This design comes from an exercise in tuning for small area, a short achievable clock period and few clock cycles per item on the open sky130 flow, not from production work. No activity file was given, so power comes from the tool's default toggle rates.

==> 06-02 <==
==> flow/design.v <==
module beep_env_div (
  input            clk,
  input            first,    
  input            step,     
  input            cbit,     
  input      [7:0] d,
  output reg [7:0] rem,
  output           qbit
);
  wire [7:0] rem_in = first ? 8'd0 : rem;
  wire [8:0] rem_sh = {rem_in, cbit};
  wire [9:0] diff   = {1'b0, rem_sh} - {2'b0, d};
  assign     qbit   = ~diff[9];
  always @(posedge clk) begin
    if (step)
      rem <= qbit ? diff[7:0] : rem_sh[7:0];
  end
endmodule
module beep_env (
  input             clk,
  input             rst,
  input             start,
  input      [31:0] env,         
  input      [31:0] gain,        
  output reg        ready,
  output reg        done,
  output reg        lut_we,
  output     [7:0]  lut_addr,
  output     [15:0] lut_data
);
  localparam [2:0] P_IDLE = 3'd0,
                   P_INIT = 3'd1,
                   P_RL   = 3'd2,
                   P_SU   = 3'd3,
                   P_DC   = 3'd4,
                   P_AT   = 3'd5;
  localparam [1:0] K_R = 2'd0, K_D = 2'd1, K_A = 2'd2;
  reg [2:0]  ph;
  reg [7:0]  atk, dec, sus, relp;    
  reg [23:0] g;
  reg        gbig;
  reg [8:0]  de;        
  reg        suNE;      
  reg [8:0]  i;         
  reg        last;      
  reg [23:0] acc;       
  reg        asat;      
  reg [23:0] qg;        
  reg        qsat;
  reg [7:0]  r;         
  reg        zb;        
  reg        cb;        
  reg [1:0]  dk;        
  reg        jb, jr;    
  reg [3:0]  jc;        
  reg        hm;        
  reg        jn;        
  reg        pr;        
  wire [7:0] sep  = ~relp;
  wire       dcNE = |dec;           
  wire       atNE = |atk;           
  wire       nA   = |atk[7:1];      
  wire       sgDC = (dec == 8'd1);  
  wire       sgAT = (atk == 8'd1);  
  wire [2:0] fin  = atNE ? P_AT : dcNE ? P_DC : suNE ? P_SU : P_RL;
  wire       js   = jn;
  wire [7:0] dsel = (dk == K_R) ? relp : (dk == K_D) ? dec : atk;
  wire [7:0] rem;
  wire       qbit;
  wire       dstep = js | (jb & ~jc[3]);
  wire       hz    = js | (jb & (jc == 4'd0));    
  wire [3:0] jcn   = js ? 4'd1 : jc + 4'd1;      
  beep_env_div u_div (
    .clk   (clk),
    .first (hz),
    .step  (dstep),
    .cbit  (cb),
    .d     (dsel),
    .rem   (rem),
    .qbit  (qbit)
  );
  wire [8:0] rsum = {1'b0, r} + {1'b0, rem};
  wire [9:0] rdif = {1'b0, rsum} - {2'b0, dsel};
  wire       rc   = ~rdif[9];
  wire [7:0] rnxt = rc ? rdif[7:0] : rsum[7:0];
  wire [23:0] ax   = hm ? qg : acc;
  wire [25:0] asum = {2'b0, ax} + {2'b0, qg} + (zb ? {2'b0, g} : 26'd0);
  wire        aovf = asum[25] | asum[24] | (zb & gbig);
  reg        adv;       
  reg        enter;     
  reg [2:0]  np;        
  wire       jok      = jr | (jb & jc == 4'd8);    
  wire [2:0] after_rl = suNE ? P_SU : dcNE ? P_DC : P_AT;
  wire [2:0] after_su = dcNE ? P_DC : P_AT;
  wire       ok_at    = ~nA | ((dk == K_A) & jok);
  always @* begin
    adv   = 1'b0;
    enter = 1'b0;
    np    = ph;
    case (ph)
      P_INIT: begin
        np = P_RL;
        enter = 1'b1;
        adv = jok;
      end
      P_RL, P_SU, P_DC, P_AT:
        if (!last) adv = 1'b1;
        else begin
          enter = 1'b1;
          np = (ph == P_RL) ? after_rl : (ph == P_SU) ? after_su : P_AT;
          adv = (np == P_SU) | (np == P_DC & pr) | (np == P_AT & ok_at);
        end
      default: ;
    endcase
  end
  wire       zero_n = enter & ((np == P_RL) | (np == P_AT));    
  wire       step_n = ~zero_n & ((np == P_RL) | (np == P_DC) | (np == P_AT));
  wire [8:0] i_pm   = i + {{8{ph != P_AT}}, 1'b1};    
  wire [7:0] atm1   = atk - 8'd1;
  reg  [8:0] inx;
  reg        we_n;
  always @* begin
    if (!enter) begin
      inx  = i_pm;
      we_n = (ph == P_RL) ? (i > de) : (ph == P_DC) ? ~(i[8] & |i[7:0]) : 1'b1;
    end else case (np)
      P_RL:    begin inx = 9'd255;             we_n = ~de[8]; end
      P_SU:    begin inx = i_pm;               we_n = 1'b1; end
      P_DC:    begin inx = de - 9'd1;          we_n = ~(de[8] & |de[7:0]); end
      default: begin inx = 9'd0;               we_n = 1'b1; end
    endcase
  end
  reg  [8:0] stop;
  always @* begin
    case (ph)
      P_RL:    stop = {1'b0, sep};
      P_SU:    stop = de;
      P_DC:    stop = {1'b0, atk};
      default: stop = {1'b0, atm1};
    endcase
  end
  wire single = (np == P_SU) ? (i_pm == de) : (np == P_DC) ? sgDC : (np == P_AT) & sgAT;
  wire last_n = enter ? single : (i_pm == stop);
  wire lrl = adv & last_n & (np == P_RL);
  wire ldc = adv & last_n & (np == P_DC);
  assign lut_addr = i[7:0];
  assign lut_data = acc[23:8] | {16{asat}};
  wire [8:0] de_c = {1'b0, atk} + {1'b0, dec};
  always @(posedge clk) begin
    if (ready) begin
      atk  <= env[7:0];
      dec  <= env[15:8];
      sus  <= env[23:16];
      relp <= {env[31:25], env[24] | ~|env[31:25]};
      g    <= gain[23:0];
      gbig <= |gain[31:24];
      dk   <= K_R;
      jb   <= 1'b1;
      jr   <= 1'b0;
      jc   <= 4'd0;
      hm   <= 1'b0;
      jn   <= 1'b0;
      pr   <= 1'b0;
      cb   <= env[23];
    end else begin
      if (ph == P_INIT) begin
        de   <= de_c;
        suNE <= de_c < {1'b0, sep};
      end
      hm <= js | (jb & ~jc[3]);
      if (jb) begin
        jc <= jcn;
        if (jc == 4'd8) begin
          jb <= 1'b0;
          jr <= 1'b1;
        end
      end
      if (hz) begin
        qg   <= 24'd0;
        qsat <= 1'b0;
      end else if (hm) begin
        qg   <= asum[23:0];
        qsat <= qsat | aovf;
      end
      jn <= 1'b0;
      if (lrl) begin
        dk <= dcNE ? K_D : K_A;
        jn <= dcNE | nA;
        jr <= 1'b0;
      end
      if (ldc) begin
        dk <= K_A;
        jn <= nA;
        jr <= 1'b0;
      end
      if (js) begin
        jb <= 1'b1;
        jr <= 1'b0;
        jc <= 4'd1;
      end
      if (dstep)
        zb <= qbit;
      if (lrl)
        cb <= ~dcNE | ~sus[7];
      else if (ldc)
        cb <= 1'b1;
      else
        cb <= (dk == K_A) | (sus[~jcn[2:0]] ^ (dk == K_D));
      if (js & (dk == K_D)) begin
        pr <= 1'b0;
      end else if ((dk == K_D) & jr & ~pr) begin
        r  <= rnxt;
        zb <= rc;
        pr <= 1'b1;
      end
      if (adv) begin
        i    <= inx;
        last <= last_n;
        if (zero_n) begin
          acc  <= 24'd0;
          asat <= 1'b0;
          r    <= rem;
          zb   <= 1'b0;
        end else if (step_n) begin
          acc  <= asum[23:0];
          asat <= asat | qsat | aovf;
          r    <= rnxt;
          zb   <= rc;
        end
      end
      if (js & (dk == K_D))
        r <= dec - 8'd1;
    end
    if (rst) begin
      ph     <= P_IDLE;
      ready  <= 1'b1;
      done   <= 1'b0;
      lut_we <= 1'b0;
    end else if (ready) begin
      done   <= 1'b0;
      lut_we <= 1'b0;
      if (start) begin
        ph    <= P_INIT;
        ready <= 1'b0;
      end
    end else if (adv) begin
      lut_we <= we_n;
      if (last_n & (np == fin)) begin
        done  <= 1'b1;
        ph    <= P_IDLE;
        ready <= 1'b1;
      end else
        ph <= np;
    end
  end
endmodule
==> flow/flow/run.sh <==
#!/bin/bash
set -euo pipefail
export BUFFER_PORTS_ARGS="-buffer_cell sky130_fd_sc_hd__buf_1"
export SETUP_SLACK_MARGIN=6.5
bash standard.sh > standard_flow.log 2>&1
==> flow/standard.sh <==
#!/bin/bash
# synth_recipe.tcl (not shown) runs the flow's synth.tcl, then flattens the netlist and writes it again
# the make line also repeats each setting of config.mk as NAME=value (left out here)
make -C /OpenROAD-flow-scripts/flow DESIGN_CONFIG=/design/flow/config.mk WORK_HOME=/design/flow/orfs CLKGATE_MAP_FILE= SYNTH_SCRIPT=/design/flow/synth_recipe.tcl "${@:-finish}"
==> flow/config.mk <==
export PLATFORM = sky130hd
export DESIGN_NAME = beep_env
export DESIGN_NICKNAME = beep_env
export VERILOG_FILES = /design/flow/design.v
export SDC_FILE = /design/flow/constraint.sdc
export NUM_CORES = 4
export LEC_CHECK = 0
export ABC_AREA = 1
export CAP_MARGIN = 0
export CORE_MARGIN = 2
export CORE_UTILIZATION = 40
export CTS_BUF_LIST = sky130_fd_sc_hd__clkbuf_8
export PLACE_DENSITY = 0.6
export SLEW_MARGIN = 0
==> flow/constraint.sdc <==
create_clock -name core_clock -period 10.0 [get_ports {clk}]
set_input_delay 2.0000 -clock core_clock [delete_from_list [all_inputs] [get_ports {clk}]]
set_output_delay 2.0000 -clock core_clock [all_outputs]
set_load 0.01 [all_outputs]
==> 06-18 (differences from 06-02) <==
--- a/flow/design.v
+++ b/flow/design.v
@@ -41,6 +41,10 @@
   reg        gbig;
   reg [8:0]  de;        
   reg        suNE;      
+  reg        dcNE;      
+  reg        atNE;      
+  reg        nA;        
+  reg        sgSU, sgDC, sgAT;    
   reg [8:0]  i;         
   reg        last;      
   reg [23:0] acc;       
@@ -48,6 +52,7 @@
   reg [23:0] qg;        
   reg        qsat;
   reg [7:0]  r;         
+  reg [7:0]  t;         
   reg        zb;        
   reg        cb;        
   reg [1:0]  dk;        
@@ -57,11 +62,6 @@
   reg        jn;        
   reg        pr;        
   wire [7:0] sep  = ~relp;
-  wire       dcNE = |dec;           
-  wire       atNE = |atk;           
-  wire       nA   = |atk[7:1];      
-  wire       sgDC = (dec == 8'd1);  
-  wire       sgAT = (atk == 8'd1);  
   wire [2:0] fin  = atNE ? P_AT : dcNE ? P_DC : suNE ? P_SU : P_RL;
   wire       js   = jn;
   wire [7:0] dsel = (dk == K_R) ? relp : (dk == K_D) ? dec : atk;
@@ -79,10 +79,9 @@
     .rem   (rem),
     .qbit  (qbit)
   );
-  wire [8:0] rsum = {1'b0, r} + {1'b0, rem};
-  wire [9:0] rdif = {1'b0, rsum} - {2'b0, dsel};
-  wire       rc   = ~rdif[9];
-  wire [7:0] rnxt = rc ? rdif[7:0] : rsum[7:0];
+  wire [8:0] rdif = {1'b0, r} - {1'b0, t};
+  wire       rc   = ~rdif[8];
+  wire [7:0] rnxt = rc ? rdif[7:0] : r + rem;
   wire [23:0] ax   = hm ? qg : acc;
   wire [25:0] asum = {2'b0, ax} + {2'b0, qg} + (zb ? {2'b0, g} : 26'd0);
   wire        aovf = asum[25] | asum[24] | (zb & gbig);
@@ -115,7 +114,7 @@
   end
   wire       zero_n = enter & ((np == P_RL) | (np == P_AT));    
   wire       step_n = ~zero_n & ((np == P_RL) | (np == P_DC) | (np == P_AT));
-  wire [8:0] i_pm   = i + {{8{ph != P_AT}}, 1'b1};    
+  wire [8:0] i_pm   = (ph == P_AT) ? i + 9'd1 : i - 9'd1;
   wire [7:0] atm1   = atk - 8'd1;
   reg  [8:0] inx;
   reg        we_n;
@@ -139,7 +138,7 @@
       default: stop = {1'b0, atm1};
     endcase
   end
-  wire single = (np == P_SU) ? (i_pm == de) : (np == P_DC) ? sgDC : (np == P_AT) & sgAT;
+  wire single = (np == P_SU) ? sgSU : (np == P_DC) ? sgDC : (np == P_AT) & sgAT;
   wire last_n = enter ? single : (i_pm == stop);
   wire lrl = adv & last_n & (np == P_RL);
   wire ldc = adv & last_n & (np == P_DC);
@@ -166,13 +165,20 @@
       if (ph == P_INIT) begin
         de   <= de_c;
         suNE <= de_c < {1'b0, sep};
+        dcNE <= |dec;
+        atNE <= |atk;
+        nA   <= |atk[7:1];
+        sgSU <= (de_c + 9'd1) == {1'b0, sep};
+        sgDC <= dec == 8'd1;
+        sgAT <= atk == 8'd1;
       end
       hm <= js | (jb & ~jc[3]);
       if (jb) begin
-        jc <= jcn;
+        jc <= jc + 4'd1;
         if (jc == 4'd8) begin
           jb <= 1'b0;
           jr <= 1'b1;
+          t  <= dsel - rem;
         end
       end
       if (hz) begin
Settings changed: ABC_AREA 1 to unset.
==> impl_metrics.yaml <==
min_path:
  worstHoldStart: "lut_we"
run_status:
  status: "finished clean"
pwr:
  ir_drop_uv: 91.64
  seqPwrFrac_pct: 39.5
drt:
  drt-total-wl_mm: 33.43
timing:
  whs_ns: 0.4879
worst_setup_path:
  cp_slowest_stage_delay_ns: 0.50
  crit_cells: 17
  worstRegToRegCells: 17
(the above is from 06-18)
==> impl_metrics.yaml <==
pwr:
  ir_drop_uv: 99.02
  seqPwrFrac_pct: 41.5
drt:
  drt-total-wl_mm: 32.65
run_status:
  status: "finished clean"
timing:
  whs_ns: 0.4628
worst_setup_path:
  cp_slowest_stage_delay_ns: 0.46
  critPathArrivalTime_ns: 3.68
  worstRegToRegCells: 18
(the above is from 06-02)
No functional check of the RTL was part of any run of this note.

## what the ideal ports hide
The flow's constraints put no driver on any port. The routed layouts listed below were extracted and timed again, unchanged, in two steps. Step 1, drivers: a clkbuf_16 drives clk and a buf_2 each remaining input, both assumed. Step 2 adds t to the input delays and takes it off the output delays; t is the mean of the earliest and latest rising clock arrival at the registers after step 1. Input paths then give back, and output paths get back, about the clock's delay inside the block. Three values: ideal, step 1, step 2; two values: the first two.
run | t, ns | setup slack, ns | clock arrival spread, ns | worst register clock-pin slew, ns
06-02 | 0.532 | 6.553 / 6.553 / 6.553 | 0.019 / 0.019 | 0.10 / 0.10
06-18 | 0.536 | 6.387 / 6.387 / 6.387 | 0.030 / 0.030 | 0.12 / 0.12
After both steps every run listed still meets setup and hold.
